What follows belongs to an exercise in optimizing a design on an open flow for small area, a short achievable clock period and few clock cycles per item; a production flow would make more cautious choices. In this exercise RTL edits were held to simulation tests only and were not proved equivalent to the original. Power and IR drop assume default switching activity.

`design/flow/config.mk`:
```
export PLATFORM = sky130hd
export DESIGN_NAME = dither_stream
export DESIGN_NICKNAME = dither_stream
export VERILOG_FILES = /design/flow/design.v
export SDC_FILE = /design/flow/constraint.sdc
export NUM_CORES = 4
export LEC_CHECK = 0
export CAP_MARGIN = 20
export CORE_MARGIN = 2
export CORE_UTILIZATION = 55
export CTS_CLUSTER_DIAMETER = 100
export CTS_CLUSTER_SIZE = 30
export SLEW_MARGIN = 20
```
`design/flow/constraint.sdc`:
```
create_clock -name core_clock -period 32.0 [get_ports {clk}]
set_input_delay 6.4000 -clock core_clock [delete_from_list [all_inputs] [get_ports {clk}]]
set_output_delay 6.4000 -clock core_clock [all_outputs]
set_load 0.01 [all_outputs]
```
`design/flow/design.v`:
```
module dither_stream (
    input  wire        clk,
    input  wire        rst,
    input  wire        start,
    input  wire        mode,
    input  wire [6:0]  width,
    input  wire [15:0] height,
    output reg         busy,
    input  wire        in_valid,
    output wire        in_ready,
    input  wire [7:0]  in_r,
    input  wire [7:0]  in_g,
    input  wire [7:0]  in_b,
    input  wire [7:0]  in_a,
    output reg         out_valid,
    input  wire        out_ready,
    output wire [7:0]  out_r,
    output wire [7:0]  out_g,
    output wire [7:0]  out_b,
    output wire [7:0]  out_a
);
    integer i;
    reg        mode_r;
    reg [6:0]  w_r;
    reg        w_is1, w_is2, w_is3, w_is4, w_ge3;
    reg        sg28, sg16, sg8, sg4, sg2, sg1;    
    wire [6:0] wm1 = w_r - 7'd1;
    wire [6:0] wm2 = w_r - 7'd2;
    wire [6:0] dl  = (w_r >= 7'd5) ? w_r - 7'd5 : 7'd0;
    wire       dl28 = (dl >= 7'd28);
    wire [6:0] dlr = dl28 ? dl - 7'd28 : dl;
    wire       slow = (w_r < 7'd5);
    always @(posedge clk) begin
        if (!busy) begin
            mode_r <= mode;
            w_r    <= width;
        end
        w_is1 <= (w_r == 7'd1);
        w_is2 <= (w_r == 7'd2);
        w_is3 <= (w_r == 7'd3);
        w_is4 <= (w_r == 7'd4);
        w_ge3 <= (w_r >= 7'd3);
        sg28  <= dl28;
        sg16  <= dlr[4];
        sg8   <= dlr[3];
        sg4   <= dlr[2];
        sg2   <= dlr[1];
        sg1   <= dlr[0];
    end
    reg        in_ready_r;
    reg        in_done;
    reg        ir_v;        
    reg        r1_v;        
    reg        r2_v;        
    reg [4:0]  na;          
    reg [4:0]  nq;          
    assign in_ready = in_ready_r;
    wire take  = in_valid && in_ready_r;
    wire pop   = out_valid && out_ready;
    wire start_ok = !busy && start;
    reg [6:0]  px;
    reg [15:0] rows;        
    reg [1:0]  rsat;        
    reg  pl1, pl2, plast;   
    wire px_last  = plast;
    wire row_last = (rows == 16'd1);
    wire is_last   = px_last && row_last;
    wire is_penult = w_is1 ? (rows == 16'd2) : ((px == wm2) && row_last);
    wire take_last = ir_v ? is_penult : is_last;
    wire na1      = na[0] && !na[1];
    wire last_pop = pop && in_done && na1;
    wire busy_n   = start_ok || (busy && !last_pop);
    wire done_n   = !start_ok && (in_done || (take && take_last));
    wire full_n   = !pop && (na[4] || (na[3] && take));
    wire throttle = slow && (take || ir_v);
    wire na_up    = take && !pop;
    wire na_dn    = pop && !take;
    always @(posedge clk) begin
        if (rst) begin
            busy       <= 1'b0;
            in_ready_r <= 1'b0;
            in_done    <= 1'b0;
            ir_v       <= 1'b0;
            r1_v       <= 1'b0;
            r2_v       <= 1'b0;
            na         <= 5'd0;
        end else begin
            busy       <= busy_n;
            in_done    <= done_n;
            in_ready_r <= busy_n && !done_n && !full_n && !throttle;
            ir_v       <= take;
            r1_v       <= ir_v;
            r2_v       <= r1_v;
            if (na_up)
                na <= {na[3:0], 1'b1};
            else if (na_dn)
                na <= {1'b0, na[4:1]};
        end
    end
    always @(posedge clk) begin
        if (!busy) begin
            px    <= 7'd0;
            rows  <= height;
            rsat  <= 2'd0;
            pl1   <= 1'b0;
            pl2   <= 1'b0;
            plast <= (width == 7'd1);
        end else if (ir_v) begin
            if (px_last) begin
                px    <= 7'd0;
                rows  <= rows - 16'd1;
                if (!rsat[1]) rsat <= rsat + 2'd1;
                pl1   <= 1'b0;
                pl2   <= 1'b0;
                plast <= w_is1;
            end else begin
                px    <= px + 7'd1;
                pl1   <= 1'b1;
                pl2   <= pl1;
                plast <= (px == wm2);
            end
        end
    end
    reg [7:0] ir_r, ir_g, ir_b;
    always @(posedge clk) begin
        ir_r <= in_r;
        ir_g <= in_g;
        ir_b <= in_b;
    end
    reg       hq;
    reg [8:0] hg;
    reg [7:0] h2, h3;
    wire       hc  = (hg[2:0] == 3'd7) || (hq && hg[2:0] == 3'd6);
    wire [5:0] h1a = hg[8:3] + {5'd0, hc} - {hq, 5'd0};
    wire [7:0] h1c = mode_r ? hg[7:0] + {6'd0, hq, !hq}
                            : {{2{h1a[5]}}, h1a};
    wire [7:0] pos0 = (r1_v && r2_v) ? h1c : (r1_v || r2_v) ? h2 : h3;
    reg [7:0] r0a, r1a, r2a;
    reg [5:0] r0b, r1b, r3a, r4a;
    function [10:0] enc;
        input       fs;
        input [7:0] a;
        input [5:0] b;
        reg a16, b16;
        begin
            a16 = (a[5:0] == 6'b010000);
            b16 = (b == 6'b010000);
            if (fs)
                enc = {3'b000, a};
            else if (!a16 && !b16)
                enc = {1'b0, a[4:0], b[4:0]};
            else if (a16)
                enc = {2'b10, 3'b000, b};
            else
                enc = {2'b11, 4'b0000, a[4:0]};
        end
    endfunction
    wire [5:0]  bpush = w_is4 ? r3a : (w_is3 ? r2a[5:0] : r4a);
    wire [10:0] head = enc(mode_r, pos0, bpush);
    reg [10:0] s28 [0:27];
    reg [10:0] s16 [0:15];
    reg [10:0] s8  [0:7];
    reg [10:0] s4  [0:3];
    reg [10:0] s2  [0:1];
    reg [10:0] s1;
    wire [10:0] y28 = sg28 ? s28[27] : head;
    wire [10:0] y16 = sg16 ? s16[15] : y28;
    wire [10:0] y8  = sg8  ? s8[7]   : y16;
    wire [10:0] y4  = sg4  ? s4[3]   : y8;
    wire [10:0] y2  = sg2  ? s2[1]   : y4;
    wire [10:0] lo  = sg1  ? s1      : y2;
    always @(posedge clk) begin
        if (ir_v) begin
            s28[0] <= head;
            for (i = 1; i < 28; i = i + 1) s28[i] <= s28[i-1];
            s16[0] <= y28;
            for (i = 1; i < 16; i = i + 1) s16[i] <= s16[i-1];
            s8[0] <= y16;
            for (i = 1; i < 8; i = i + 1) s8[i] <= s8[i-1];
            s4[0] <= y8;
            for (i = 1; i < 4; i = i + 1) s4[i] <= s4[i-1];
            s2[0] <= y4;
            s2[1] <= s2[0];
            s1 <= y2;
        end
    end
    wire [5:0] lo_a6 = lo[10] ? (lo[9] ? {lo[4], lo[4:0]} : 6'b010000)
                              : {lo[9], lo[9:5]};
    wire [5:0] lo_b6 = lo[10] ? (lo[9] ? 6'b010000 : lo[5:0])
                              : {lo[4], lo[4:0]};
    wire [7:0] lo_a  = mode_r ? lo[7:0] : {{2{lo_a6[5]}}, lo_a6};
    always @(posedge clk) begin
        if (ir_v) begin
            r0a <= lo_a;
            r0b <= lo_b6;
            r1a <= r0a;
            r1b <= r0b;
            r2a <= r1a;
            r3a <= r2a[5:0];
            r4a <= r3a;
        end
    end
    wire has_up  = (rsat != 2'd0);
    wire has_up2 = rsat[1];
    wire has_l1  = pl1;
    wire has_l2  = pl2;
    wire has_r1  = !px_last;
    wire [7:0] c_upr = w_is4 ? h3  : (w_is3 ? h2 : r0a);
    wire [7:0] c_up  = w_is4 ? r0a : (w_is3 ? h3 : (w_is2 ? h2 : r1a));
    wire [7:0] c_upl = w_is4 ? r1a : (w_is3 ? r0a : (w_is2 ? h3 : r2a));
    wire [5:0] c_up2 = w_is4 ? r0b  : (w_is3 ? r2a[5:0] : (w_is2 ? r0a[5:0]
                     : (w_is1 ? h2[5:0] : r1b)));
    wire m_upl = has_up && has_l1;
    wire m_up  = has_up && !w_is1;
    wire m_upr = has_up && has_r1 && w_ge3;
    function signed [8:0] val;
        input       fs;
        input [7:0] c;
        begin
            if (fs) val = {c[7] & (c[6:0] != 7'd0), c};
            else    val = {c[7], c};
        end
    endfunction
    wire signed [8:0] e_upl = val(mode_r, c_upl);
    wire signed [8:0] e_up  = val(mode_r, c_up);
    wire signed [8:0] e_upr = val(mode_r, c_upr);
    wire signed [10:0] p5 = (e_up <<< 2) + e_up;
    wire signed [10:0] p3 = (e_upr <<< 1) + e_upr;
    wire [6:0] a1 = (m_upl ? c_upl[6:0] : 7'd0) + (has_up2 ? {c_up2[5], c_up2} : 7'd0);
    wire [6:0] a2 = (m_up  ? c_up[6:0]  : 7'd0);
    wire [6:0] a3 = (m_upr ? c_upr[6:0] : 7'd0);
    wire [6:0] q1 = mode_r ? (m_upl ? {{2{e_upl[8]}}, e_upl[8:4]} : 7'd0) : a1;
    wire [6:0] q2 = mode_r ? (m_up  ? p5[10:4] : 7'd0) : a2;
    wire [6:0] q3 = mode_r ? (m_upr ? p3[10:4] : 7'd0) : a3;
    wire k1 = mode_r && m_upl && (e_upl[3:0] != 4'd0);
    wire k2 = mode_r && m_up  && (e_up[3:0]  != 4'd0);
    wire k3 = mode_r && m_upr && (e_upr[3:0] != 4'd0);
    function [8:0] pchain;
        input [7:0] c;
        input [6:0] q1, q2, q3;
        input       k1, k2, k3;
        reg [9:0] s1, s2, s3;
        reg       i1, i2, i3, z1, z2;
        begin
            s1 = {2'b00, c} + {{3{q1[6]}}, q1};
            i1 = s1[9] & k1;
            z1 = i1 & (s1[7:0] == 8'hff);
            s2 = {2'b00, s1[7:0]} + {{3{q2[6]}}, q2} + {9'd0, i1};
            i2 = (z1 ? q2[6] : s2[9]) & k2;
            z2 = i2 & (s2[7:0] == 8'hff);
            s3 = {2'b00, s2[7:0]} + {{3{q3[6]}}, q3} + {9'd0, i2};
            i3 = (z2 ? q3[6] : s3[9]) & k3;
            pchain = {i3, s3[7:0]};
        end
    endfunction
    wire [8:0] pv_r = pchain(ir_r, q1, q2, q3, k1, k2, k3);
    wire [8:0] pv_g = pchain(ir_g, q1, q2, q3, k1, k2, k3);
    wire [8:0] pv_b = pchain(ir_b, q1, q2, q3, k1, k2, k3);
    wire f_l  = has_l1;
    wire f_u1 = !has_l1 && has_up && w_is1;
    wire f_u2 = !has_l1 && has_up && w_is2;
    wire f_on = f_l || f_u1 || f_u2;
    reg [8:0] v1_r, v1_g, v1_b;
    reg [7:0] fc1;
    always @(posedge clk) begin
        v1_r <= pv_r;
        v1_g <= pv_g;
        v1_b <= pv_b;
        fc1  <= {mode_r && f_u2,                  
                 mode_r && f_u1,                  
                 mode_r && f_l,                   
                 !mode_r && f_on,                 
                 !mode_r && has_l2,               
                 mode_r && (f_u1 || f_u2),        
                 mode_r && f_on,                  
                 1'b0};
    end
    wire [7:0] pv2_r = v1_r[7:0] + {7'd0, v1_r[8]};
    wire [7:0] pv2_g = v1_g[7:0] + {7'd0, v1_g[8]};
    wire [7:0] pv2_b = v1_b[7:0] + {7'd0, v1_b[8]};
    wire a0s_t1 = pv2_r[6] ^ ~pv2_r[4];
    wire a0s_t2 = pv2_r[6] & ~pv2_r[4];
    wire a0s_t3 = pv2_r[7] ^ ~pv2_r[5] ^ ~pv2_r[3];
    wire a0s_t4 = (pv2_r[7] & ~pv2_r[5]) | (pv2_r[7] & ~pv2_r[3]) | (~pv2_r[5] & ~pv2_r[3]);
    wire a0s_t5 = ~pv2_r[6] ^ ~pv2_r[4] ^ pv2_r[2];
    wire a0s_t6 = (~pv2_r[6] & ~pv2_r[4]) | (~pv2_r[6] & pv2_r[2]) | (~pv2_r[4] & pv2_r[2]);
    wire a0s_t7 = ~pv2_r[7] ^ ~pv2_r[5] ^ pv2_r[3];
    wire a0s_t8 = (~pv2_r[7] & ~pv2_r[5]) | (~pv2_r[7] & pv2_r[3]) | (~pv2_r[5] & pv2_r[3]);
    wire a0s_t9 = pv2_r[0] ^ ~pv2_g[6];
    wire a0s_t10 = pv2_r[0] & ~pv2_g[6];
    wire a0s_t11 = ~pv2_r[6] ^ pv2_r[4] ^ pv2_r[1];
    wire a0s_t12 = (~pv2_r[6] & pv2_r[4]) | (~pv2_r[6] & pv2_r[1]) | (pv2_r[4] & pv2_r[1]);
    wire a0s_t13 = ~pv2_g[7] ^ pv2_g[5];
    wire a0s_t14 = ~pv2_g[7] & pv2_g[5];
    wire a0s_t15 = ~pv2_r[7] ^ pv2_r[5] ^ pv2_r[2];
    wire a0s_t16 = (~pv2_r[7] & pv2_r[5]) | (~pv2_r[7] & pv2_r[2]) | (pv2_r[5] & pv2_r[2]);
    wire a0s_t17 = pv2_r[6] ^ pv2_r[3] ^ ~pv2_r[0];
    wire a0s_t18 = (pv2_r[6] & pv2_r[3]) | (pv2_r[6] & ~pv2_r[0]) | (pv2_r[3] & ~pv2_r[0]);
    wire a0s_t19 = pv2_r[7] ^ pv2_r[4] ^ ~pv2_r[1];
    wire a0s_t20 = (pv2_r[7] & pv2_r[4]) | (pv2_r[7] & ~pv2_r[1]) | (pv2_r[4] & ~pv2_r[1]);
    wire a0s_t21 = pv2_g[5] ^ ~pv2_g[2];
    wire a0s_t22 = pv2_g[5] & ~pv2_g[2];
    wire a0s_t23 = pv2_r[5] ^ ~pv2_r[2] ^ pv2_r[0];
    wire a0s_t24 = (pv2_r[5] & ~pv2_r[2]) | (pv2_r[5] & pv2_r[0]) | (~pv2_r[2] & pv2_r[0]);
    wire a0s_t25 = pv2_g[6] ^ ~pv2_g[3];
    wire a0s_t26 = pv2_g[6] & ~pv2_g[3];
    wire a0s_t27 = pv2_r[6] ^ ~pv2_r[3] ^ pv2_r[1];
    wire a0s_t28 = (pv2_r[6] & ~pv2_r[3]) | (pv2_r[6] & pv2_r[1]) | (~pv2_r[3] & pv2_r[1]);
    wire a0s_t29 = pv2_g[7] ^ ~pv2_g[4] ^ ~pv2_g[2];
    wire a0s_t30 = (pv2_g[7] & ~pv2_g[4]) | (pv2_g[7] & ~pv2_g[2]) | (~pv2_g[4] & ~pv2_g[2]);
    wire a0s_t31 = pv2_g[0] ^ pv2_b[7];
    wire a0s_t32 = pv2_g[0] & pv2_b[7];
    wire a0s_t33 = pv2_r[7] ^ ~pv2_r[4] ^ pv2_r[2];
    wire a0s_t34 = (pv2_r[7] & ~pv2_r[4]) | (pv2_r[7] & pv2_r[2]) | (~pv2_r[4] & pv2_r[2]);
    wire a0s_t35 = pv2_r[0] ^ ~pv2_g[5] ^ ~pv2_g[3];
    wire a0s_t36 = (pv2_r[0] & ~pv2_g[5]) | (pv2_r[0] & ~pv2_g[3]) | (~pv2_g[5] & ~pv2_g[3]);
    wire a0s_t37 = pv2_g[1] ^ pv2_b[6];
    wire a0s_t38 = pv2_g[1] & pv2_b[6];
    wire a0s_t39 = ~pv2_r[5] ^ pv2_r[3] ^ pv2_r[1];
    wire a0s_t40 = (~pv2_r[5] & pv2_r[3]) | (~pv2_r[5] & pv2_r[1]) | (pv2_r[3] & pv2_r[1]);
    wire a0s_t41 = ~pv2_g[6] ^ ~pv2_g[4] ^ pv2_g[2];
    wire a0s_t42 = (~pv2_g[6] & ~pv2_g[4]) | (~pv2_g[6] & pv2_g[2]) | (~pv2_g[4] & pv2_g[2]);
    wire a0s_t43 = ~pv2_r[6] ^ pv2_r[4] ^ pv2_r[2];
    wire a0s_t44 = (~pv2_r[6] & pv2_r[4]) | (~pv2_r[6] & pv2_r[2]) | (pv2_r[4] & pv2_r[2]);
    wire a0s_t45 = ~pv2_g[7] ^ ~pv2_g[5];
    wire a0s_t46 = ~pv2_g[7] & ~pv2_g[5];
    wire a0s_t47 = ~pv2_r[7] ^ pv2_r[5];
    wire a0s_t48 = ~pv2_r[7] & pv2_r[5];
    wire a0s_t49 = pv2_r[5] ^ ~pv2_r[3] ^ ~pv2_r[1];
    wire a0s_t50 = (pv2_r[5] & ~pv2_r[3]) | (pv2_r[5] & ~pv2_r[1]) | (~pv2_r[3] & ~pv2_r[1]);
    wire a0s_t51 = ~pv2_r[2] ^ pv2_r[0] ^ ~pv2_g[6];
    wire a0s_t52 = (~pv2_r[2] & pv2_r[0]) | (~pv2_r[2] & ~pv2_g[6]) | (pv2_r[0] & ~pv2_g[6]);
    wire a0s_t53 = ~pv2_g[3] ^ pv2_g[1] ^ ~pv2_b[4];
    wire a0s_t54 = (~pv2_g[3] & pv2_g[1]) | (~pv2_g[3] & ~pv2_b[4]) | (pv2_g[1] & ~pv2_b[4]);
    wire a0s_t55 = pv2_r[1] ^ ~pv2_g[7] ^ ~pv2_g[4];
    wire a0s_t56 = (pv2_r[1] & ~pv2_g[7]) | (pv2_r[1] & ~pv2_g[4]) | (~pv2_g[7] & ~pv2_g[4]);
    wire a0s_t57 = pv2_g[2] ^ ~pv2_b[5] ^ ~pv2_b[1];
    wire a0s_t58 = (pv2_g[2] & ~pv2_b[5]) | (pv2_g[2] & ~pv2_b[1]) | (~pv2_b[5] & ~pv2_b[1]);
    wire a0s_t59 = 1'b1 ^ a0s_t3;
    wire a0s_t60 = 1'b1 & a0s_t3;
    wire a0s_t61 = ~pv2_g[5] ^ pv2_g[3] ^ pv2_g[0];
    wire a0s_t62 = (~pv2_g[5] & pv2_g[3]) | (~pv2_g[5] & pv2_g[0]) | (pv2_g[3] & pv2_g[0]);
    wire a0s_t63 = ~pv2_b[6] ^ ~pv2_b[2] ^ pv2_b[0];
    wire a0s_t64 = (~pv2_b[6] & ~pv2_b[2]) | (~pv2_b[6] & pv2_b[0]) | (~pv2_b[2] & pv2_b[0]);
    wire a0s_t65 = 1'b1 ^ a0s_t5 ^ a0s_t4;
    wire a0s_t66 = (1'b1 & a0s_t5) | (1'b1 & a0s_t4) | (a0s_t5 & a0s_t4);
    wire a0s_t67 = pv2_g[4] ^ pv2_g[1] ^ ~pv2_b[7];
    wire a0s_t68 = (pv2_g[4] & pv2_g[1]) | (pv2_g[4] & ~pv2_b[7]) | (pv2_g[1] & ~pv2_b[7]);
    wire a0s_t69 = ~pv2_b[3] ^ pv2_b[1] ^ 1'b1;
    wire a0s_t70 = (~pv2_b[3] & pv2_b[1]) | (~pv2_b[3] & 1'b1) | (pv2_b[1] & 1'b1);
    wire a0s_t71 = a0s_t7 ^ a0s_t9 ^ a0s_t6;
    wire a0s_t72 = (a0s_t7 & a0s_t9) | (a0s_t7 & a0s_t6) | (a0s_t9 & a0s_t6);
    wire a0s_t73 = pv2_g[2] ^ ~pv2_b[4] ^ pv2_b[2];
    wire a0s_t74 = (pv2_g[2] & ~pv2_b[4]) | (pv2_g[2] & pv2_b[2]) | (~pv2_b[4] & pv2_b[2]);
    wire a0s_t75 = pv2_b[0] ^ 1'b1 ^ a0s_t11;
    wire a0s_t76 = (pv2_b[0] & 1'b1) | (pv2_b[0] & a0s_t11) | (1'b1 & a0s_t11);
    wire a0s_t77 = a0s_t13 ^ a0s_t8 ^ a0s_t10;
    wire a0s_t78 = (a0s_t13 & a0s_t8) | (a0s_t13 & a0s_t10) | (a0s_t8 & a0s_t10);
    wire a0s_t79 = pv2_g[6] ^ pv2_g[3] ^ ~pv2_g[0];
    wire a0s_t80 = (pv2_g[6] & pv2_g[3]) | (pv2_g[6] & ~pv2_g[0]) | (pv2_g[3] & ~pv2_g[0]);
    wire a0s_t81 = ~pv2_b[5] ^ pv2_b[3] ^ pv2_b[1];
    wire a0s_t82 = (~pv2_b[5] & pv2_b[3]) | (~pv2_b[5] & pv2_b[1]) | (pv2_b[3] & pv2_b[1]);
    wire a0s_t83 = a0s_t15 ^ a0s_t12 ^ a0s_t14;
    wire a0s_t84 = (a0s_t15 & a0s_t12) | (a0s_t15 & a0s_t14) | (a0s_t12 & a0s_t14);
    wire a0s_t85 = pv2_g[7] ^ pv2_g[4] ^ ~pv2_g[1];
    wire a0s_t86 = (pv2_g[7] & pv2_g[4]) | (pv2_g[7] & ~pv2_g[1]) | (pv2_g[4] & ~pv2_g[1]);
    wire a0s_t87 = ~pv2_b[6] ^ pv2_b[4] ^ pv2_b[2];
    wire a0s_t88 = (~pv2_b[6] & pv2_b[4]) | (~pv2_b[6] & pv2_b[2]) | (pv2_b[4] & pv2_b[2]);
    wire a0s_t89 = ~pv2_b[0] ^ a0s_t17 ^ a0s_t16;
    wire a0s_t90 = (~pv2_b[0] & a0s_t17) | (~pv2_b[0] & a0s_t16) | (a0s_t17 & a0s_t16);
    wire a0s_t91 = ~pv2_g[0] ^ ~pv2_b[7] ^ pv2_b[5];
    wire a0s_t92 = (~pv2_g[0] & ~pv2_b[7]) | (~pv2_g[0] & pv2_b[5]) | (~pv2_b[7] & pv2_b[5]);
    wire a0s_t93 = pv2_b[3] ^ ~pv2_b[1] ^ 1'b1;
    wire a0s_t94 = (pv2_b[3] & ~pv2_b[1]) | (pv2_b[3] & 1'b1) | (~pv2_b[1] & 1'b1);
    wire a0s_t95 = a0s_t19 ^ a0s_t21 ^ a0s_t18;
    wire a0s_t96 = (a0s_t19 & a0s_t21) | (a0s_t19 & a0s_t18) | (a0s_t21 & a0s_t18);
    wire a0s_t97 = ~pv2_g[1] ^ pv2_b[6] ^ pv2_b[4];
    wire a0s_t98 = (~pv2_g[1] & pv2_b[6]) | (~pv2_g[1] & pv2_b[4]) | (pv2_b[6] & pv2_b[4]);
    wire a0s_t99 = ~pv2_b[2] ^ 1'b1 ^ a0s_t23;
    wire a0s_t100 = (~pv2_b[2] & 1'b1) | (~pv2_b[2] & a0s_t23) | (1'b1 & a0s_t23);
    wire a0s_t101 = a0s_t25 ^ a0s_t20 ^ a0s_t22;
    wire a0s_t102 = (a0s_t25 & a0s_t20) | (a0s_t25 & a0s_t22) | (a0s_t20 & a0s_t22);
    wire a0s_t103 = pv2_b[5] ^ ~pv2_b[3] ^ pv2_b[0];
    wire a0s_t104 = (pv2_b[5] & ~pv2_b[3]) | (pv2_b[5] & pv2_b[0]) | (~pv2_b[3] & pv2_b[0]);
    wire a0s_t105 = 1'b1 ^ a0s_t27 ^ a0s_t29;
    wire a0s_t106 = (1'b1 & a0s_t27) | (1'b1 & a0s_t29) | (a0s_t27 & a0s_t29);
    wire a0s_t107 = a0s_t31 ^ a0s_t24 ^ a0s_t26;
    wire a0s_t108 = (a0s_t31 & a0s_t24) | (a0s_t31 & a0s_t26) | (a0s_t24 & a0s_t26);
    wire a0s_t109 = ~pv2_b[4] ^ pv2_b[1] ^ 1'b1;
    wire a0s_t110 = (~pv2_b[4] & pv2_b[1]) | (~pv2_b[4] & 1'b1) | (pv2_b[1] & 1'b1);
    wire a0s_t111 = a0s_t33 ^ a0s_t35 ^ a0s_t37;
    wire a0s_t112 = (a0s_t33 & a0s_t35) | (a0s_t33 & a0s_t37) | (a0s_t35 & a0s_t37);
    wire a0s_t113 = a0s_t28 ^ a0s_t30 ^ a0s_t32;
    wire a0s_t114 = (a0s_t28 & a0s_t30) | (a0s_t28 & a0s_t32) | (a0s_t30 & a0s_t32);
    wire a0s_t115 = pv2_g[0] ^ pv2_b[7] ^ ~pv2_b[5];
    wire a0s_t116 = (pv2_g[0] & pv2_b[7]) | (pv2_g[0] & ~pv2_b[5]) | (pv2_b[7] & ~pv2_b[5]);
    wire a0s_t117 = pv2_b[2] ^ a0s_t39 ^ a0s_t41;
    wire a0s_t118 = (pv2_b[2] & a0s_t39) | (pv2_b[2] & a0s_t41) | (a0s_t39 & a0s_t41);
    wire a0s_t119 = a0s_t34 ^ a0s_t36 ^ a0s_t38;
    wire a0s_t120 = (a0s_t34 & a0s_t36) | (a0s_t34 & a0s_t38) | (a0s_t36 & a0s_t38);
    wire a0s_t121 = pv2_g[3] ^ pv2_g[1] ^ ~pv2_b[6];
    wire a0s_t122 = (pv2_g[3] & pv2_g[1]) | (pv2_g[3] & ~pv2_b[6]) | (pv2_g[1] & ~pv2_b[6]);
    wire a0s_t123 = pv2_b[3] ^ 1'b1 ^ a0s_t43;
    wire a0s_t124 = (pv2_b[3] & 1'b1) | (pv2_b[3] & a0s_t43) | (1'b1 & a0s_t43);
    wire a0s_t125 = a0s_t45 ^ a0s_t40 ^ a0s_t42;
    wire a0s_t126 = (a0s_t45 & a0s_t40) | (a0s_t45 & a0s_t42) | (a0s_t40 & a0s_t42);
    wire a0s_t127 = pv2_r[3] ^ ~pv2_g[6] ^ pv2_g[4];
    wire a0s_t128 = (pv2_r[3] & ~pv2_g[6]) | (pv2_r[3] & pv2_g[4]) | (~pv2_g[6] & pv2_g[4]);
    wire a0s_t129 = pv2_g[2] ^ ~pv2_b[7] ^ pv2_b[4];
    wire a0s_t130 = (pv2_g[2] & ~pv2_b[7]) | (pv2_g[2] & pv2_b[4]) | (~pv2_b[7] & pv2_b[4]);
    wire a0s_t131 = a0s_t47 ^ a0s_t44 ^ a0s_t46;
    wire a0s_t132 = (a0s_t47 & a0s_t44) | (a0s_t47 & a0s_t46) | (a0s_t44 & a0s_t46);
    wire a0s_t133 = pv2_r[6] ^ pv2_r[4] ^ ~pv2_g[7];
    wire a0s_t134 = (pv2_r[6] & pv2_r[4]) | (pv2_r[6] & ~pv2_g[7]) | (pv2_r[4] & ~pv2_g[7]);
    wire a0s_t135 = pv2_g[5] ^ pv2_g[3] ^ pv2_b[5];
    wire a0s_t136 = (pv2_g[5] & pv2_g[3]) | (pv2_g[5] & pv2_b[5]) | (pv2_g[3] & pv2_b[5]);
    wire a0s_t137 = 1'b1 ^ a0s_t48;
    wire a0s_t138 = 1'b1 & a0s_t48;
    wire a0s_t139 = pv2_r[7] ^ pv2_r[5] ^ pv2_g[6];
    wire a0s_t140 = (pv2_r[7] & pv2_r[5]) | (pv2_r[7] & pv2_g[6]) | (pv2_r[5] & pv2_g[6]);
    wire a0s_t141 = pv2_g[4] ^ pv2_b[6];
    wire a0s_t142 = pv2_g[4] & pv2_b[6];
    wire a0s_t143 = pv2_r[3] ^ ~pv2_r[1];
    wire a0s_t144 = pv2_r[3] & ~pv2_r[1];
    wire a0s_t145 = pv2_r[4] ^ ~pv2_r[2] ^ ~pv2_r[0];
    wire a0s_t146 = (pv2_r[4] & ~pv2_r[2]) | (pv2_r[4] & ~pv2_r[0]) | (~pv2_r[2] & ~pv2_r[0]);
    wire a0s_t147 = ~pv2_g[4] ^ ~pv2_g[1];
    wire a0s_t148 = ~pv2_g[4] & ~pv2_g[1];
    wire a0s_t149 = ~pv2_g[5] ^ ~pv2_g[2] ^ pv2_g[0];
    wire a0s_t150 = (~pv2_g[5] & ~pv2_g[2]) | (~pv2_g[5] & pv2_g[0]) | (~pv2_g[2] & pv2_g[0]);
    wire a0s_t151 = ~pv2_b[3] ^ 1'b1 ^ a0s_t49;
    wire a0s_t152 = (~pv2_b[3] & 1'b1) | (~pv2_b[3] & a0s_t49) | (1'b1 & a0s_t49);
    wire a0s_t153 = ~pv2_b[0] ^ 1'b1 ^ a0s_t1;
    wire a0s_t154 = (~pv2_b[0] & 1'b1) | (~pv2_b[0] & a0s_t1) | (1'b1 & a0s_t1);
    wire a0s_t155 = a0s_t51 ^ a0s_t53 ^ a0s_t50;
    wire a0s_t156 = (a0s_t51 & a0s_t53) | (a0s_t51 & a0s_t50) | (a0s_t53 & a0s_t50);
    wire a0s_t157 = a0s_t2 ^ a0s_t55 ^ a0s_t57;
    wire a0s_t158 = (a0s_t2 & a0s_t55) | (a0s_t2 & a0s_t57) | (a0s_t55 & a0s_t57);
    wire a0s_t159 = a0s_t59 ^ a0s_t52 ^ a0s_t54;
    wire a0s_t160 = (a0s_t59 & a0s_t52) | (a0s_t59 & a0s_t54) | (a0s_t52 & a0s_t54);
    wire a0s_t161 = a0s_t61 ^ a0s_t63 ^ a0s_t65;
    wire a0s_t162 = (a0s_t61 & a0s_t63) | (a0s_t61 & a0s_t65) | (a0s_t63 & a0s_t65);
    wire a0s_t163 = a0s_t56 ^ a0s_t58 ^ a0s_t60;
    wire a0s_t164 = (a0s_t56 & a0s_t58) | (a0s_t56 & a0s_t60) | (a0s_t58 & a0s_t60);
    wire a0s_t165 = a0s_t67 ^ a0s_t69 ^ a0s_t71;
    wire a0s_t166 = (a0s_t67 & a0s_t69) | (a0s_t67 & a0s_t71) | (a0s_t69 & a0s_t71);
    wire a0s_t167 = a0s_t62 ^ a0s_t64 ^ a0s_t66;
    wire a0s_t168 = (a0s_t62 & a0s_t64) | (a0s_t62 & a0s_t66) | (a0s_t64 & a0s_t66);
    wire a0s_t169 = a0s_t73 ^ a0s_t75 ^ a0s_t77;
    wire a0s_t170 = (a0s_t73 & a0s_t75) | (a0s_t73 & a0s_t77) | (a0s_t75 & a0s_t77);
    wire a0s_t171 = a0s_t68 ^ a0s_t70 ^ a0s_t72;
    wire a0s_t172 = (a0s_t68 & a0s_t70) | (a0s_t68 & a0s_t72) | (a0s_t70 & a0s_t72);
    wire a0s_t173 = a0s_t79 ^ a0s_t81 ^ a0s_t83;
    wire a0s_t174 = (a0s_t79 & a0s_t81) | (a0s_t79 & a0s_t83) | (a0s_t81 & a0s_t83);
    wire a0s_t175 = a0s_t74 ^ a0s_t76 ^ a0s_t78;
    wire a0s_t176 = (a0s_t74 & a0s_t76) | (a0s_t74 & a0s_t78) | (a0s_t76 & a0s_t78);
    wire a0s_t177 = a0s_t85 ^ a0s_t87 ^ a0s_t89;
    wire a0s_t178 = (a0s_t85 & a0s_t87) | (a0s_t85 & a0s_t89) | (a0s_t87 & a0s_t89);
    wire a0s_t179 = a0s_t80 ^ a0s_t82 ^ a0s_t84;
    wire a0s_t180 = (a0s_t80 & a0s_t82) | (a0s_t80 & a0s_t84) | (a0s_t82 & a0s_t84);
    wire a0s_t181 = a0s_t91 ^ a0s_t93 ^ a0s_t95;
    wire a0s_t182 = (a0s_t91 & a0s_t93) | (a0s_t91 & a0s_t95) | (a0s_t93 & a0s_t95);
    wire a0s_t183 = a0s_t86 ^ a0s_t88 ^ a0s_t90;
    wire a0s_t184 = (a0s_t86 & a0s_t88) | (a0s_t86 & a0s_t90) | (a0s_t88 & a0s_t90);
    wire a0s_t185 = a0s_t97 ^ a0s_t99 ^ a0s_t101;
    wire a0s_t186 = (a0s_t97 & a0s_t99) | (a0s_t97 & a0s_t101) | (a0s_t99 & a0s_t101);
    wire a0s_t187 = a0s_t92 ^ a0s_t94 ^ a0s_t96;
    wire a0s_t188 = (a0s_t92 & a0s_t94) | (a0s_t92 & a0s_t96) | (a0s_t94 & a0s_t96);
    wire a0s_t189 = a0s_t103 ^ a0s_t105 ^ a0s_t107;
    wire a0s_t190 = (a0s_t103 & a0s_t105) | (a0s_t103 & a0s_t107) | (a0s_t105 & a0s_t107);
    wire a0s_t191 = a0s_t98 ^ a0s_t100 ^ a0s_t102;
    wire a0s_t192 = (a0s_t98 & a0s_t100) | (a0s_t98 & a0s_t102) | (a0s_t100 & a0s_t102);
    wire a0s_t193 = a0s_t109 ^ a0s_t111 ^ a0s_t113;
    wire a0s_t194 = (a0s_t109 & a0s_t111) | (a0s_t109 & a0s_t113) | (a0s_t111 & a0s_t113);
    wire a0s_t195 = a0s_t104 ^ a0s_t106 ^ a0s_t108;
    wire a0s_t196 = (a0s_t104 & a0s_t106) | (a0s_t104 & a0s_t108) | (a0s_t106 & a0s_t108);
    wire a0s_t197 = a0s_t115 ^ a0s_t117 ^ a0s_t119;
    wire a0s_t198 = (a0s_t115 & a0s_t117) | (a0s_t115 & a0s_t119) | (a0s_t117 & a0s_t119);
    wire a0s_t199 = a0s_t110 ^ a0s_t112 ^ a0s_t114;
    wire a0s_t200 = (a0s_t110 & a0s_t112) | (a0s_t110 & a0s_t114) | (a0s_t112 & a0s_t114);
    wire a0s_t201 = a0s_t121 ^ a0s_t123 ^ a0s_t125;
    wire a0s_t202 = (a0s_t121 & a0s_t123) | (a0s_t121 & a0s_t125) | (a0s_t123 & a0s_t125);
    wire a0s_t203 = a0s_t116 ^ a0s_t118 ^ a0s_t120;
    wire a0s_t204 = (a0s_t116 & a0s_t118) | (a0s_t116 & a0s_t120) | (a0s_t118 & a0s_t120);
    wire a0s_t205 = a0s_t127 ^ a0s_t129 ^ a0s_t131;
    wire a0s_t206 = (a0s_t127 & a0s_t129) | (a0s_t127 & a0s_t131) | (a0s_t129 & a0s_t131);
    wire a0s_t207 = a0s_t122 ^ a0s_t124 ^ a0s_t126;
    wire a0s_t208 = (a0s_t122 & a0s_t124) | (a0s_t122 & a0s_t126) | (a0s_t124 & a0s_t126);
    wire a0s_t209 = a0s_t133 ^ a0s_t135 ^ a0s_t137;
    wire a0s_t210 = (a0s_t133 & a0s_t135) | (a0s_t133 & a0s_t137) | (a0s_t135 & a0s_t137);
    wire a0s_t211 = a0s_t128 ^ a0s_t130 ^ a0s_t132;
    wire a0s_t212 = (a0s_t128 & a0s_t130) | (a0s_t128 & a0s_t132) | (a0s_t130 & a0s_t132);
    wire a0s_t213 = 1'b1 ^ a0s_t139 ^ a0s_t141;
    wire a0s_t214 = (1'b1 & a0s_t139) | (1'b1 & a0s_t141) | (a0s_t139 & a0s_t141);
    wire a0s_t215 = a0s_t134 ^ a0s_t136 ^ a0s_t138;
    wire a0s_t216 = (a0s_t134 & a0s_t136) | (a0s_t134 & a0s_t138) | (a0s_t136 & a0s_t138);
    wire a0s_t217 = pv2_r[6] ^ pv2_g[7] ^ pv2_g[5];
    wire a0s_t218 = (pv2_r[6] & pv2_g[7]) | (pv2_r[6] & pv2_g[5]) | (pv2_g[7] & pv2_g[5]);
    wire a0s_t219 = pv2_b[7] ^ a0s_t140 ^ a0s_t142;
    wire a0s_t220 = (pv2_b[7] & a0s_t140) | (pv2_b[7] & a0s_t142) | (a0s_t140 & a0s_t142);
    wire a0s_t221 = pv2_r[7] ^ pv2_g[6];
    wire a0s_t222 = pv2_r[7] & pv2_g[6];
    wire a0s_t223 = pv2_r[2] ^ ~pv2_r[0];
    wire a0s_t224 = pv2_r[2] & ~pv2_r[0];
    wire a0s_t225 = ~pv2_g[3] ^ ~pv2_g[0] ^ ~pv2_b[1];
    wire a0s_t226 = (~pv2_g[3] & ~pv2_g[0]) | (~pv2_g[3] & ~pv2_b[1]) | (~pv2_g[0] & ~pv2_b[1]);
    wire a0s_t227 = ~pv2_b[2] ^ a0s_t145 ^ a0s_t147;
    wire a0s_t228 = (~pv2_b[2] & a0s_t145) | (~pv2_b[2] & a0s_t147) | (a0s_t145 & a0s_t147);
    wire a0s_t229 = a0s_t149 ^ a0s_t151 ^ a0s_t146;
    wire a0s_t230 = (a0s_t149 & a0s_t151) | (a0s_t149 & a0s_t146) | (a0s_t151 & a0s_t146);
    wire a0s_t231 = a0s_t153 ^ a0s_t155 ^ a0s_t150;
    wire a0s_t232 = (a0s_t153 & a0s_t155) | (a0s_t153 & a0s_t150) | (a0s_t155 & a0s_t150);
    wire a0s_t233 = a0s_t157 ^ a0s_t159 ^ a0s_t154;
    wire a0s_t234 = (a0s_t157 & a0s_t159) | (a0s_t157 & a0s_t154) | (a0s_t159 & a0s_t154);
    wire a0s_t235 = a0s_t161 ^ a0s_t163 ^ a0s_t158;
    wire a0s_t236 = (a0s_t161 & a0s_t163) | (a0s_t161 & a0s_t158) | (a0s_t163 & a0s_t158);
    wire a0s_t237 = a0s_t165 ^ a0s_t167 ^ a0s_t162;
    wire a0s_t238 = (a0s_t165 & a0s_t167) | (a0s_t165 & a0s_t162) | (a0s_t167 & a0s_t162);
    wire a0s_t239 = a0s_t169 ^ a0s_t171 ^ a0s_t166;
    wire a0s_t240 = (a0s_t169 & a0s_t171) | (a0s_t169 & a0s_t166) | (a0s_t171 & a0s_t166);
    wire a0s_t241 = a0s_t173 ^ a0s_t175 ^ a0s_t170;
    wire a0s_t242 = (a0s_t173 & a0s_t175) | (a0s_t173 & a0s_t170) | (a0s_t175 & a0s_t170);
    wire a0s_t243 = a0s_t177 ^ a0s_t179 ^ a0s_t174;
    wire a0s_t244 = (a0s_t177 & a0s_t179) | (a0s_t177 & a0s_t174) | (a0s_t179 & a0s_t174);
    wire a0s_t245 = a0s_t181 ^ a0s_t183 ^ a0s_t178;
    wire a0s_t246 = (a0s_t181 & a0s_t183) | (a0s_t181 & a0s_t178) | (a0s_t183 & a0s_t178);
    wire a0s_t247 = a0s_t185 ^ a0s_t187 ^ a0s_t182;
    wire a0s_t248 = (a0s_t185 & a0s_t187) | (a0s_t185 & a0s_t182) | (a0s_t187 & a0s_t182);
    wire a0s_t249 = a0s_t189 ^ a0s_t191 ^ a0s_t186;
    wire a0s_t250 = (a0s_t189 & a0s_t191) | (a0s_t189 & a0s_t186) | (a0s_t191 & a0s_t186);
    wire a0s_t251 = a0s_t193 ^ a0s_t195 ^ a0s_t190;
    wire a0s_t252 = (a0s_t193 & a0s_t195) | (a0s_t193 & a0s_t190) | (a0s_t195 & a0s_t190);
    wire a0s_t253 = a0s_t197 ^ a0s_t199 ^ a0s_t194;
    wire a0s_t254 = (a0s_t197 & a0s_t199) | (a0s_t197 & a0s_t194) | (a0s_t199 & a0s_t194);
    wire a0s_t255 = a0s_t201 ^ a0s_t203 ^ a0s_t198;
    wire a0s_t256 = (a0s_t201 & a0s_t203) | (a0s_t201 & a0s_t198) | (a0s_t203 & a0s_t198);
    wire a0s_t257 = a0s_t205 ^ a0s_t207 ^ a0s_t202;
    wire a0s_t258 = (a0s_t205 & a0s_t207) | (a0s_t205 & a0s_t202) | (a0s_t207 & a0s_t202);
    wire a0s_t259 = a0s_t209 ^ a0s_t211 ^ a0s_t206;
    wire a0s_t260 = (a0s_t209 & a0s_t211) | (a0s_t209 & a0s_t206) | (a0s_t211 & a0s_t206);
    wire a0s_t261 = a0s_t213 ^ a0s_t215 ^ a0s_t210;
    wire a0s_t262 = (a0s_t213 & a0s_t215) | (a0s_t213 & a0s_t210) | (a0s_t215 & a0s_t210);
    wire a0s_t263 = a0s_t217 ^ a0s_t219 ^ a0s_t214;
    wire a0s_t264 = (a0s_t217 & a0s_t219) | (a0s_t217 & a0s_t214) | (a0s_t219 & a0s_t214);
    wire a0s_t265 = 1'b1 ^ a0s_t221 ^ a0s_t218;
    wire a0s_t266 = (1'b1 & a0s_t221) | (1'b1 & a0s_t218) | (a0s_t221 & a0s_t218);
    wire a0s_t267 = pv2_g[7] ^ 1'b1;
    wire a0s_t268 = pv2_g[7] & 1'b1;
    wire a0s_t269 = pv2_r[0] ^ ~pv2_g[0];
    wire a0s_t270 = pv2_r[0] & ~pv2_g[0];
    wire a0s_t271 = pv2_r[1] ^ ~pv2_g[1] ^ 1'b1;
    wire a0s_t272 = (pv2_r[1] & ~pv2_g[1]) | (pv2_r[1] & 1'b1) | (~pv2_g[1] & 1'b1);
    wire a0s_t273 = ~pv2_g[2] ^ ~pv2_b[0] ^ a0s_t223;
    wire a0s_t274 = (~pv2_g[2] & ~pv2_b[0]) | (~pv2_g[2] & a0s_t223) | (~pv2_b[0] & a0s_t223);
    wire a0s_t275 = a0s_t143 ^ a0s_t225 ^ a0s_t224;
    wire a0s_t276 = (a0s_t143 & a0s_t225) | (a0s_t143 & a0s_t224) | (a0s_t225 & a0s_t224);
    wire a0s_t277 = a0s_t144 ^ a0s_t227 ^ a0s_t226;
    wire a0s_t278 = (a0s_t144 & a0s_t227) | (a0s_t144 & a0s_t226) | (a0s_t227 & a0s_t226);
    wire a0s_t279 = a0s_t148 ^ a0s_t229 ^ a0s_t228;
    wire a0s_t280 = (a0s_t148 & a0s_t229) | (a0s_t148 & a0s_t228) | (a0s_t229 & a0s_t228);
    wire a0s_t281 = a0s_t152 ^ a0s_t231 ^ a0s_t230;
    wire a0s_t282 = (a0s_t152 & a0s_t231) | (a0s_t152 & a0s_t230) | (a0s_t231 & a0s_t230);
    wire a0s_t283 = a0s_t156 ^ a0s_t233 ^ a0s_t232;
    wire a0s_t284 = (a0s_t156 & a0s_t233) | (a0s_t156 & a0s_t232) | (a0s_t233 & a0s_t232);
    wire a0s_t285 = a0s_t160 ^ a0s_t235 ^ a0s_t234;
    wire a0s_t286 = (a0s_t160 & a0s_t235) | (a0s_t160 & a0s_t234) | (a0s_t235 & a0s_t234);
    wire a0s_t287 = a0s_t164 ^ a0s_t237 ^ a0s_t236;
    wire a0s_t288 = (a0s_t164 & a0s_t237) | (a0s_t164 & a0s_t236) | (a0s_t237 & a0s_t236);
    wire a0s_t289 = a0s_t168 ^ a0s_t239 ^ a0s_t238;
    wire a0s_t290 = (a0s_t168 & a0s_t239) | (a0s_t168 & a0s_t238) | (a0s_t239 & a0s_t238);
    wire a0s_t291 = a0s_t172 ^ a0s_t241 ^ a0s_t240;
    wire a0s_t292 = (a0s_t172 & a0s_t241) | (a0s_t172 & a0s_t240) | (a0s_t241 & a0s_t240);
    wire a0s_t293 = a0s_t176 ^ a0s_t243 ^ a0s_t242;
    wire a0s_t294 = (a0s_t176 & a0s_t243) | (a0s_t176 & a0s_t242) | (a0s_t243 & a0s_t242);
    wire a0s_t295 = a0s_t180 ^ a0s_t245 ^ a0s_t244;
    wire a0s_t296 = (a0s_t180 & a0s_t245) | (a0s_t180 & a0s_t244) | (a0s_t245 & a0s_t244);
    wire a0s_t297 = a0s_t184 ^ a0s_t247 ^ a0s_t246;
    wire a0s_t298 = (a0s_t184 & a0s_t247) | (a0s_t184 & a0s_t246) | (a0s_t247 & a0s_t246);
    wire a0s_t299 = a0s_t188 ^ a0s_t249 ^ a0s_t248;
    wire a0s_t300 = (a0s_t188 & a0s_t249) | (a0s_t188 & a0s_t248) | (a0s_t249 & a0s_t248);
    wire a0s_t301 = a0s_t192 ^ a0s_t251 ^ a0s_t250;
    wire a0s_t302 = (a0s_t192 & a0s_t251) | (a0s_t192 & a0s_t250) | (a0s_t251 & a0s_t250);
    wire a0s_t303 = a0s_t196 ^ a0s_t253 ^ a0s_t252;
    wire a0s_t304 = (a0s_t196 & a0s_t253) | (a0s_t196 & a0s_t252) | (a0s_t253 & a0s_t252);
    wire a0s_t305 = a0s_t200 ^ a0s_t255 ^ a0s_t254;
    wire a0s_t306 = (a0s_t200 & a0s_t255) | (a0s_t200 & a0s_t254) | (a0s_t255 & a0s_t254);
    wire a0s_t307 = a0s_t204 ^ a0s_t257 ^ a0s_t256;
    wire a0s_t308 = (a0s_t204 & a0s_t257) | (a0s_t204 & a0s_t256) | (a0s_t257 & a0s_t256);
    wire a0s_t309 = a0s_t208 ^ a0s_t259 ^ a0s_t258;
    wire a0s_t310 = (a0s_t208 & a0s_t259) | (a0s_t208 & a0s_t258) | (a0s_t259 & a0s_t258);
    wire a0s_t311 = a0s_t212 ^ a0s_t261 ^ a0s_t260;
    wire a0s_t312 = (a0s_t212 & a0s_t261) | (a0s_t212 & a0s_t260) | (a0s_t261 & a0s_t260);
    wire a0s_t313 = a0s_t216 ^ a0s_t263 ^ a0s_t262;
    wire a0s_t314 = (a0s_t216 & a0s_t263) | (a0s_t216 & a0s_t262) | (a0s_t263 & a0s_t262);
    wire a0s_t315 = a0s_t220 ^ a0s_t265 ^ a0s_t264;
    wire a0s_t316 = (a0s_t220 & a0s_t265) | (a0s_t220 & a0s_t264) | (a0s_t265 & a0s_t264);
    wire a0s_t317 = a0s_t222 ^ a0s_t267 ^ a0s_t266;
    wire a0s_t318 = (a0s_t222 & a0s_t267) | (a0s_t222 & a0s_t266) | (a0s_t267 & a0s_t266);
    wire a0s_t319 = 1'b1 ^ a0s_t268;
    wire a0s_t320 = 1'b1 & a0s_t268;
    wire [26:0] a0s_a = {1'b1, a0s_t319, a0s_t317, a0s_t315, a0s_t313, a0s_t311, a0s_t309, a0s_t307, a0s_t305, a0s_t303, a0s_t301, a0s_t299, a0s_t297, a0s_t295, a0s_t293, a0s_t291, a0s_t289, a0s_t287, a0s_t285, a0s_t283, a0s_t281, a0s_t279, a0s_t277, a0s_t275, a0s_t273, a0s_t271, 1'b1};
    wire [26:0] a0s_b = {a0s_t320, a0s_t318, a0s_t316, a0s_t314, a0s_t312, a0s_t310, a0s_t308, a0s_t306, a0s_t304, a0s_t302, a0s_t300, a0s_t298, a0s_t296, a0s_t294, a0s_t292, a0s_t290, a0s_t288, a0s_t286, a0s_t284, a0s_t282, a0s_t280, a0s_t278, a0s_t276, a0s_t274, a0s_t272, a0s_t270, a0s_t269};
    wire [26:0] a0s = a0s_a + a0s_b;
    reg [26:0] a0k;
    reg [7:0]  v2_r, v2_g, v2_b;
    reg [7:0]  fc2;
    always @(posedge clk) begin
        a0k  <= a0s;
        v2_r <= pv2_r;
        v2_g <= pv2_g;
        v2_b <= pv2_b;
        fc2  <= fc1;
    end
    wire fx1 = fc2[7], fx2 = fc2[6], fx3 = fc2[5], fa1 = fc2[4], fa2 = fc2[3];
    wire fy  = fc2[2], fc = fc2[1];
    wire [13:0] g14 = {{5{hg[8]}}, hg};
    wire [13:0] ea2 = {{4{h2[5]}}, h2[5:0], 4'd0};
    wire [13:0] kx = ({14{fx1}} & (g14 << 1)) | ({14{fx2}} & (g14 << 2))
                   | ({14{fx3}} & (g14 << 3)) | ({14{fa1}} & {g14[12:3], 4'd0});
    wire [13:0] ky = ({14{fy}} & g14) | ({14{fx3}} & ~g14) | ({14{fa2}} & ea2);
    wire [13:0] kz = ({14{fx1}} & (hq ? 14'h3d06 : 14'h0003))    
                   | ({14{fx2}} & (hq ? 14'h3b0a : 14'h0005))    
                   | ({14{fx3}} & (hq ? 14'h390f : 14'h0008))    
                   | ({14{fa1}} & ({hq, hq, hq, hq, hq, 9'd0} | {9'd0, hc, 4'd0}));   
    wire [13:0] ks = kx ^ ky ^ kz;
    wire [13:0] kc = ((kx & ky) | (kx & kz) | (ky & kz)) << 1;
    wire [4:0]  k4 = {1'b0, ks[3:0]} + {1'b0, kc[3:0]};
    wire        c4 = k4[4];
    wire        fcor = fc && (hq ? (hg[3:0] != 4'he) : (hg[3:0] != 4'hf));
    function [26:0] adj;
        input [7:0]  v;
        input [13:0] xs, xc;
        input        fcr;
        input [26:0] a256n, a1, a257, a256;
        reg   [13:0] a, s, c, t;
        reg          hi, ng, m1;
        begin
            a  = {2'b00, v, 4'b0000};
            s  = a ^ xs ^ xc;
            c  = ((a & xs) | (a & xc) | (xs & xc)) << 1;
            t  = s + c;
            hi = !t[13] && t[12];
            ng = t[13];
            m1 = (t[13:4] == 10'h3ff);
            adj = ({27{hi}} & a256n)
                | ({27{ng && m1 && fcr}} & a1)
                | ({27{ng && !m1 && fcr}} & a257)
                | ({27{ng && !fcr}} & a256);
        end
    endfunction
    wire [26:0] j_r = adj(v2_r, ks, kc, fcor, 27'h6cdd300, 27'h001322d, 27'h1335f2d, 27'h1322d00);
    wire [26:0] j_g = adj(v2_g, ks, kc, fcor, 27'h5a6e900, 27'h0025917, 27'h25b7017, 27'h2591700);
    wire [26:0] j_b = adj(v2_b, ks, kc, fcor, 27'h78b4400, 27'h00074bc, 27'h07530bc, 27'h074bc00);
    wire [26:0] t_ks = {ks[12:4], 18'd0};
    wire [26:0] t_kc = {kc[12:4], 18'd0};
    wire [26:0] fs1a = a0k ^ t_ks ^ t_kc;
    wire [26:0] fc1a = (((a0k & t_ks) | (a0k & t_kc) | (t_ks & t_kc)) << 1) | {8'd0, c4, 18'd0};
    wire [26:0] fs1b = j_r ^ j_g ^ j_b;
    wire [26:0] fc1b = ((j_r & j_g) | (j_r & j_b) | (j_g & j_b)) << 1;
    wire [26:0] fs2  = fs1a ^ fc1a ^ fs1b;
    wire [26:0] fc2x = ((fs1a & fc1a) | (fs1a & fs1b) | (fc1a & fs1b)) << 1;
    wire [26:0] fs3  = fs2 ^ fc2x ^ fc1b;
    wire [26:0] fc3  = ((fs2 & fc2x) | (fs2 & fc1b) | (fc2x & fc1b)) << 1;
    wire [26:0] lsum = fs3 + fc3;
    wire [8:0] gm1  = lsum[26:18];
    wire       q_hi = !gm1[8] && gm1[7];
    always @(posedge clk) begin
        if (r2_v) begin
            hq <= q_hi;
            hg <= gm1;
            h2 <= h1c;
            h3 <= h2;
        end
    end
    reg [7:0] qa [0:4];
    reg [4:0] qkn;           
    wire [5:0] nae = {na, 1'b1} & ~{1'b0, na};    
    wire [5:0] nqe = {nq, 1'b1} & ~{1'b0, nq};
    wire nq_up = r2_v && !pop;
    wire nq_dn = pop && !r2_v;
    always @(posedge clk) begin
        for (i = 0; i < 5; i = i + 1) begin
            if (pop ? nae[i + 1] : nae[i])
                qa[i] <= in_a;
            else if (pop)
                qa[i] <= (i < 4) ? qa[(i + 1) % 5] : qa[i];
            if (r2_v && (pop ? nqe[i + 1] : nqe[i]))
                qkn[i] <= !q_hi;
            else if (pop)
                qkn[i] <= (i < 4) ? qkn[(i + 1) % 5] : qkn[i];
        end
    end
    always @(posedge clk) begin
        if (rst) begin
            nq        <= 5'd0;
            out_valid <= 1'b0;
        end else begin
            if (nq_up)
                nq <= {nq[3:0], 1'b1};
            else if (nq_dn)
                nq <= {1'b0, nq[4:1]};
            out_valid <= r2_v || nq[1] || (nq[0] && !pop);
        end
    end
    assign out_r = 8'd0;
    assign out_g = {8{qkn[0]}};
    assign out_b = {qkn[0], 2'b00, qkn[0], qkn[0], qkn[0], 2'b00};
    assign out_a = qa[0];
endmodule
```
`design/flow/flow/run.sh`:
```
#!/bin/bash
# Layout flow: the standard synthesis and ORFS flow, with
#  - the timing repair steps (floorplan, CTS, global route) aiming for a
#    setup slack of MARGIN ns instead of 0, so that they size and buffer
#    the critical paths for a shorter period than the design's (the
#    constraints themselves are unchanged);
#  - the port buffers made of buf_2 cells instead of the delay buffers
#    buffer_ports picks by default (every port still gets its buffer).
set -euo pipefail
W=$(pwd)
MARGIN=$(cat "$W/flow/margin.txt")
bash standard.sh synth > "$W/synth.log" 2>&1
make -C "$FLOW_HOME" DESIGN_CONFIG="$W/config.mk" WORK_HOME="$W/orfs" CLKGATE_MAP_FILE= \
    SYNTH_SCRIPT="$W/synth_recipe.tcl" SETUP_SLACK_MARGIN="$MARGIN" \
    BUFFER_PORTS_ARGS="-buffer_cell sky130_fd_sc_hd__buf_2" finish > "$W/layout.log" 2>&1
bash standard.sh finish > "$W/final_def.log" 2>&1
```
`design/flow/flow/margin.txt`:
```
23
```
`design/flow/standard.sh`:
```
#!/bin/bash
# synth_recipe.tcl (not shown) runs the flow's synth.tcl, then flattens the netlist and writes it again
# the make line also repeats each setting of config.mk as NAME=value (left out here)
make -C /OpenROAD-flow-scripts/flow DESIGN_CONFIG=/design/flow/config.mk WORK_HOME=/design/flow/orfs CLKGATE_MAP_FILE= SYNTH_SCRIPT=/design/flow/synth_recipe.tcl "${@:-finish}"
```
==> out/qor.csv, run 1 <==
metric;value;unit
max cap viols;0;
Chip Width;296;um
Peak VDD IR;0.157;mV
GR Util All Layers;22.2;%
type of the worst min-delay path;reg -> reg;
Cells after Synth;3524;
post-synth top area share;50.7;%
initial antenna violation count;0;
setup ws final;23480;ps
RSZ-0062 raised after global routing;false;
CTS Hold Bufs;0;
WL/cell;20.2;um
Num CTS Buffers;41;
Crit. End Element;flip-flop;
Clock transition at path regs;120;ps
Finished Core Util;59.1;%
clk_skew;54.0;ps
Final Cycle Share;26.6;%
GR Layer Usage met2;38.2;%
Netlist Area Pre-Place;47000;um2
Layout Cells excl Fill;4776;
row cnt;107;
count leader, synth;edfxtp_1;
met3 GRT Util;2.23;%
clk buf depth;3;
Initial DRC Count;1900;
Clock Latency Late Sink;630;ps
vias in the first global route;26700;
Slew Limit Fails;0;
share of post-route cells with drive strength above 1;8.65;%
Synth Flop Type;edfxtp_1;
grt peak-use layer;met2;
Final Setup Violations;0;
Hold Slack;320;ps
sequential share of the synthesized area;57.3;%
height of the die;296;um
Initial Utilization;55.4;%
grt total ovfl;0;
ant diodes;0;
DP Area;48600;um2
Setup WS pre-CTS;22990;ps
Syn-to-layout area delta;6.75;%
Core Footprint;84900;um2
final hold vios;0;
crit path launch type;flip-flop;
Synth Register Bits;948;
DRC violations left;0;
status;no timing/DRC/antenna violations;
total number of vias;26500;
Pleak;19.5;nW
Tot Pwr;3.62;mW
Sink Count;948;
Avg Cell Area, Syn;13.3;um2
Rel. slew slack;26.7;%
synth warn;7;
final net count;4159;
Design Area, Final;50200;um2
Inst Count DP;4695;
Cell variety after synth;98;
met1 Usage GRT;29.9;%
EDFF count, synth;793;
critical path class;reg -> reg;
CTS tree;built;
Commonest cells post-synth;edfxtp_1, inv_1, ha_1, nor2_1, fa_1;
Tmin final;8520;ps
drt first pass iters;8;
# H-tree levels;2;
Die Area;87800;um2
largest net degree at the start of global routing;202;
setup tns final;0;ps
Critical Path RT;32340;ps
FILL cells;6817;
Root Buffer Master;clkbuf_16;
Critical Path Max Stage Delay;660;ps
routability cong.;0.887;
Routed WL;96600;um
DP HPWL;71500;um
power density over the cells;72.2;nW/um2
Max Fclk;117;MHz
worst-path fanout max;11;
top post-synthesis cells by area;edfxtp_1, fa_1, ha_1;
first-pass GRT wire length;150000;um
slowest CP cell;fa_2;
DR vias/cell;5.55;
FFs w/ async S/R, synth;0;%
CP arrival;8860;ps
I/O Buffers;83;
ANT nets after route;0;
Worst-Margin Slew;1090;ps
Synth area leader;edfxtp_1;
I/O pins;96;
==> worst max-delay path, delay by kind of cell (launching register included) <==
| kind | cells | cell delay [ps] |
|---|---|---|
| fa+ha+maj | 7 | 2880 |
| compound gates | 12 | 2280 |
| xor+xnor | 2 | 510 |
| flops | 1 | 420 |
| buf+inv | 2 | 250 |
| simple gates | 6 | 1900 |
==> area by class of cell <==
type | count | area [um2] | area share [%]
inverters | 383 | 1450 | 2.88
repair buffers | 121 | 731 | 1.46
multi-input cells | 2105 | 18300 | 36.4
clock inverters | 11 | 228 | 0.454
well taps | 1144 | 1430 | 2.85
flip-flops and latches | 948 | 26900 | 53.7
clock buffers | 64 | 1120 | 2.24
==> registers in the layout (all words and copies together), names as in the netlist, 11 cells and up <==
signal  count
a0k        27
s16       176
s28       308
qa         40
s1         11
s4         44
rows       16
s2         22
s8         88
==> cell usage in the layout, fill, tap and decap left out, drive strengths merged, types with 14 or more instances in the layout <==
cell type | synthesis | final
or2 | 18 | 18
and2 | 19 | 19
a21o | 40 | 40
a21oi | 158 | 158
buf | 45 | 120
nand3 | 30 | 30
a211oi | 20 | 20
nor4 | 14 | 14
inv | 382 | 385
a31oi | 23 | 23
nor3 | 50 | 50
o31ai | 18 | 18
mux2i | 65 | 65
mux2 | 71 | 71
o21a | 34 | 34
nand2 | 164 | 164
nor2 | 255 | 255
xor2 | 53 | 53
fa | 229 | 229
nor2b | 37 | 37
nand4 | 18 | 18
ha | 269 | 269
nand2b | 38 | 38
and3 | 19 | 19
edfxtp | 793 | 793
dfxtp | 155 | 155
o21ai | 147 | 147
or3 | 14 | 14
clkbuf | 54 | 65
xnor2 | 117 | 117
==> timing repair <==
action,CTS,global route
hold endpoints to repair,0,0
pin swaps,0,1
setup buffers,0,6
endpoints found under the setup margin,4,18
resized for setup,1,29
==> final timing paths <==
check	start	to	cells after the start	slack, ps
worst max-delay path	fc2[7]	qkn[0]	29	23480
worst min-delay path	fc1[4]	fc2[4]	0	320
worst max register to register	fc2[7]	qkn[0]	29	23480
worst min register to register	fc1[4]	fc2[4]	0	320
==> per-layer routing <==
layer,share of wire [%],vias to the layer above,wire length [um]
met2,49,481,47700
met3,3.0,158,2860
met5,0,-,0
li1,-,12600,-
met4,3.3,0,3180
met1,44,13300,42800
==> report_power, final <==
| part | total [mW] | internal [mW] | leakage (nW) | switching [mW] |
|---|---|---|---|---|
| combinational | 1.52 | 0.654 | 10.3 | 0.866 |
| clock | 0.643 | 0.270 | 0.642 | 0.373 |
| sequential | 1.46 | 1.42 | 8.55 | 0.0376 |
==> kinds of logic (layout without fill, tap and decap cells) <==
| family | count (synthesis) | count (layout) | synth area share, % |
|---|---|---|---|
| AND/OR/NAND/NOR | 705 | 705 | 7.11 |
| flip-flops | 948 | 948 | 57.3 |
| buffers and inverters | 482 | 579 | 4.15 |
| multiplexers | 136 | 136 | 3.22 |
| XOR/XNOR | 170 | 170 | 3.19 |
| other | 1 | 12 | 0.00798 |
| adder cells (fa/ha/maj) | 498 | 498 | 16.9 |
| AO/OA/AOI/OAI | 584 | 584 | 8.12 |
Testbench counts, summed over its fixed seeds: cycles 32,928, pixels 32,768.
==> run 2: changes to the inputs <==
--- a/design/flow/config.mk
+++ b/design/flow/config.mk
@@ -8,6 +8,7 @@
 export CAP_MARGIN = 20
 export CORE_MARGIN = 2
-export CORE_UTILIZATION = 55
-export CTS_CLUSTER_DIAMETER = 100
-export CTS_CLUSTER_SIZE = 30
+export CORE_UTILIZATION = 60
+export CTS_CLUSTER_DIAMETER = 80
+export CTS_CLUSTER_SIZE = 25
+export PLACE_DENSITY = 0.7
 export SLEW_MARGIN = 20
==> run 2 against run 1 <==
Compared with the run above: flip-flop and latch count did not move; clock skew up 3.5 ps; synthesized area did not move; count of clock-buffer cells in the layout rose by 15; core utilization rose by 5.9 points; global-route usage grew 1.4 points; register-to-register slack about the same; non-clock buffer count is 11 higher; wire length down 1.8%; cell count decreased by 1.6%.
==> out/qor.csv, run 2 <==
metric;value;unit
largest net degree at the start of global routing;94;
Clock transition at path regs;90;ps
Rel. slew slack;25.8;%
FFs w/ async S/R, synth;0;%
setup tns final;0;ps
clock network power share;19.0;%
grt peak-use layer;met2;
clk buf depth;3;
FF+latch area;26900;um2
Die Area;80600;um2
RSZ-0062 raised after global routing;false;
Final Cycle Share;26.7;%
met1 Usage GRT;32.1;%
I/O Buffers;83;
Flop pwr share;39.5;%
top post-synthesis cells by area;edfxtp_1, fa_1, ha_1;
EDFF count, synth;793;
# H-tree levels;2;
Synth Register Bits;948;
Net Switching;1.30;mW
type of the worst min-delay path;reg -> reg;
Pleak;19.6;nW
row cnt;102;
worst r2r path cells;29;
Synth Flop Type;edfxtp_1;
Combinational Power Share;41.4;%
critical path class;reg -> reg;
share of post-route cells with drive strength above 1;9.23;%
Design Area, Final;50400;um2
routability cong.;0.944;
Peak VDD IR;0.113;mV
leading cell type in the layout, fill and taps excluded;edfxtp_1;
first-pass GRT wire length;149000;um
Adder-Cell Fraction of Synth Area;16.9;%
Clock Latency Late Sink;640;ps
GR Layer Usage met2;40.1;%
met3 GRT Util;2.30;%
crit path launch type;flip-flop;
count leader, synth;edfxtp_1;
final net count;4179;
P_int;2.39;mW
Synth Area in Simple Gates;7.11;%
ant diodes;0;
flop-to-flop setup slack;23460;ps
initial antenna violation count;1;
Final Setup Violations;0;
grt total ovfl;0;
Worst Hold Depth;0;
Commonest cells post-synth;edfxtp_1, inv_1, ha_1, nor2_1, fa_1;
Critical Path Max Stage Delay;680;ps
Syn-to-layout area delta;7.22;%
Initial DRC Count;1887;
final hold vios;0;
drt first pass iters;6;
Reg2Reg Capture Point;qkn[0];
Largest Register;s28;
CTS Hold Bufs;0;
critical hold path startpoint;fc1[7];
WL/cell;20.2;um
Worst-Margin Slew;1110;ps
switching power share of the total;35.2;%
slowest CP cell;fa_2;
Crit. End Element;flip-flop;
post-synth top area share;50.7;%
Cell variety after synth;98;
compound-gate portion of the synthesized area;8.12;%
height of the die;284;um
CP arrival;8870;ps
vias in the first global route;27000;
Core Footprint;77500;um2
worst-path fanout max;11;
Routed WL;94900;um
DRC violations left;0;
largest family of logic cells by synthesized area;adder cells;
Chip Width;284;um
Post-Synth XOR/XNOR Area;3.19;%
clk_skew;57.5;ps
DP Area;48500;um2
Sink Count;948;
worst r2r src;fc2[7];
Hold Path Sink;fc2[7];
status;no timing/DRC/antenna violations;
largest registers;s28 (308), s16 (176), s8 (88);
Initial Utilization;60.7;%
Num CTS Buffers;50;
area of the multi-input gates;18300;um2
Hold Slack;327;ps
Netlist Area Pre-Place;47000;um2
post-synthesis mux area share;3.22;%
Tmin final;8540;ps
I/O pins;96;
sequential share of the synthesized area;57.3;%
Critical Path RT;32340;ps
Synth area leader;edfxtp_1;
Root Buffer Master;clkbuf_16;
GR Util All Layers;23.6;%
commonest non-fill, non-tap cells in the layout;edfxtp_1, inv_1, ha_1, nor2_1, fa_1;
Slew Limit Fails;0;
power density over the cells;73.2;nW/um2
Max Fclk;117;MHz
Cells after Synth;3524;
max cap viols;0;
DP HPWL;70200;um
ANT nets after route;0;
Avg Cell Area, Syn;13.3;um2
max reg flops;308;
DR vias/cell;5.65;
CTS tree;built;
synth warn;7;
total number of vias;26600;
FILL cells;5797;
-- run 2: cell counts after synthesis --
Identical to the previous run, type by type.
-- run 2: logic make-up (layout without fill, tap and decap cells) --
group,count (synthesis),after routing
flops,948,948
simple gates,705,705
compound gates,584,584
fa+ha+maj,498,498
buf+inv,482,608
xor+xnor,170,170
mux,136,136
other cells,1,12
-- run 2: stage by stage --
step / utilization [%] / std cells / setup WS [ps] / power (mW)
after global routing: 65.0 / 4701 / 23000 / 3.96
after floorplan: - / 3535 / 23810 / 2.62
after CTS: 64.8 / 4688 / 23200 / 3.73
final: 65.0 / 4701 / 23460 / 3.69
after detailed placement: 62.6 / 4595 / 22780 / 3.02
after global placement: 62.6 / 4594 / 22970 / 2.99
-- run 2: per-layer routing --
| metal | routed length, um | part of all wire [%] |
|---|---|---|
| met1 | 42300 | 45 |
| met2 | 46200 | 49 |
| met3 | 3230 | 3.4 |
| met4 | 3100 | 3.3 |
| met5 | 0 | 0 |
-- run 2: power by group through the flow --
stage               logic (mW)  clock network [mW]  registers (mW)
floorplan                 1.14                   0            1.48
global placement          1.50                   0            1.49
detailed placement        1.53                   0            1.49
CTS                       1.54               0.725            1.46
global route              1.73               0.766            1.46
finish                    1.53               0.702            1.46
-- run 2: cell type report --
| type | instances | share of cell area (%) |
|---|---|---|
| timing repair buffer | 132 | 1.58 |
| clock buffer | 79 | 2.72 |
| inverter | 383 | 2.86 |
| multi-input combinational | 2105 | 36.3 |
| clock inverter | 14 | 0.536 |
| tap | 1040 | 2.58 |
| sequential | 948 | 53.4 |
-- run 2: how the worst max path moves through the flow --
stage | end | startpoint
global route | v1_g[8] | h2[0]
CTS | qkn[0] | fc2[7]
detailed placement | qkn[0] | fc2[5]
floorplan | qkn[0] | fc2[7]
finish | qkn[0] | fc2[7]
global placement | qkn[0] | fc2[5]
-- run 2: repair_timing --
| item | in CTS | in global routing |
|---|---|---|
| resized for setup | 3 | 31 |
| endpoints found under the setup margin | 7 | 15 |
| pin swaps | 0 | 6 |
| setup buffers | 0 | 13 |
| endpoints found under the hold margin | 0 | 0 |
-- run 2: critical path, delay by kind of cell, from the launching register on --
family | cells | cell delay [ps]
fa+ha+maj | 7 | 2830
compound gates | 12 | 2310
simple gates | 6 | 1920
xor+xnor | 2 | 500
flops | 1 | 410
buf+inv | 2 | 240

## port drivers added, routing unchanged
No port has a modelled driver above. Below, the same layouts with a new extraction and two added sets of constraints. Step 1 sets driving cells, clkbuf_16 on the clock port and buf_2 on the other inputs (assumed; they add their load-dependent delay and slew). Step 2, shift: input delay + t, output delay - t, t = (earliest + latest rising clock arrival at the registers) / 2. This alone moves slack from input paths to output paths. a / b / c = no drivers / after step 1 / after step 2; a / b = the first two.
| run | shift t [ns] | setup WS [ns] | clock arrival spread, ns | worst data-port slew with drivers (ns) |
|---|---|---|---|---|
| run 1 | 0.672 | 23.476 / 23.476 / 23.320 | 0.055 / 0.054 | 0.04 |
| run 2 | 0.679 | 23.465 / 23.465 / 23.341 | 0.062 / 0.062 | 0.04 |
After both steps every run listed still meets setup and hold. The setup slack of run 1, which loses most, moves by 0.000 ns with the drivers and by -0.156 ns with both steps.
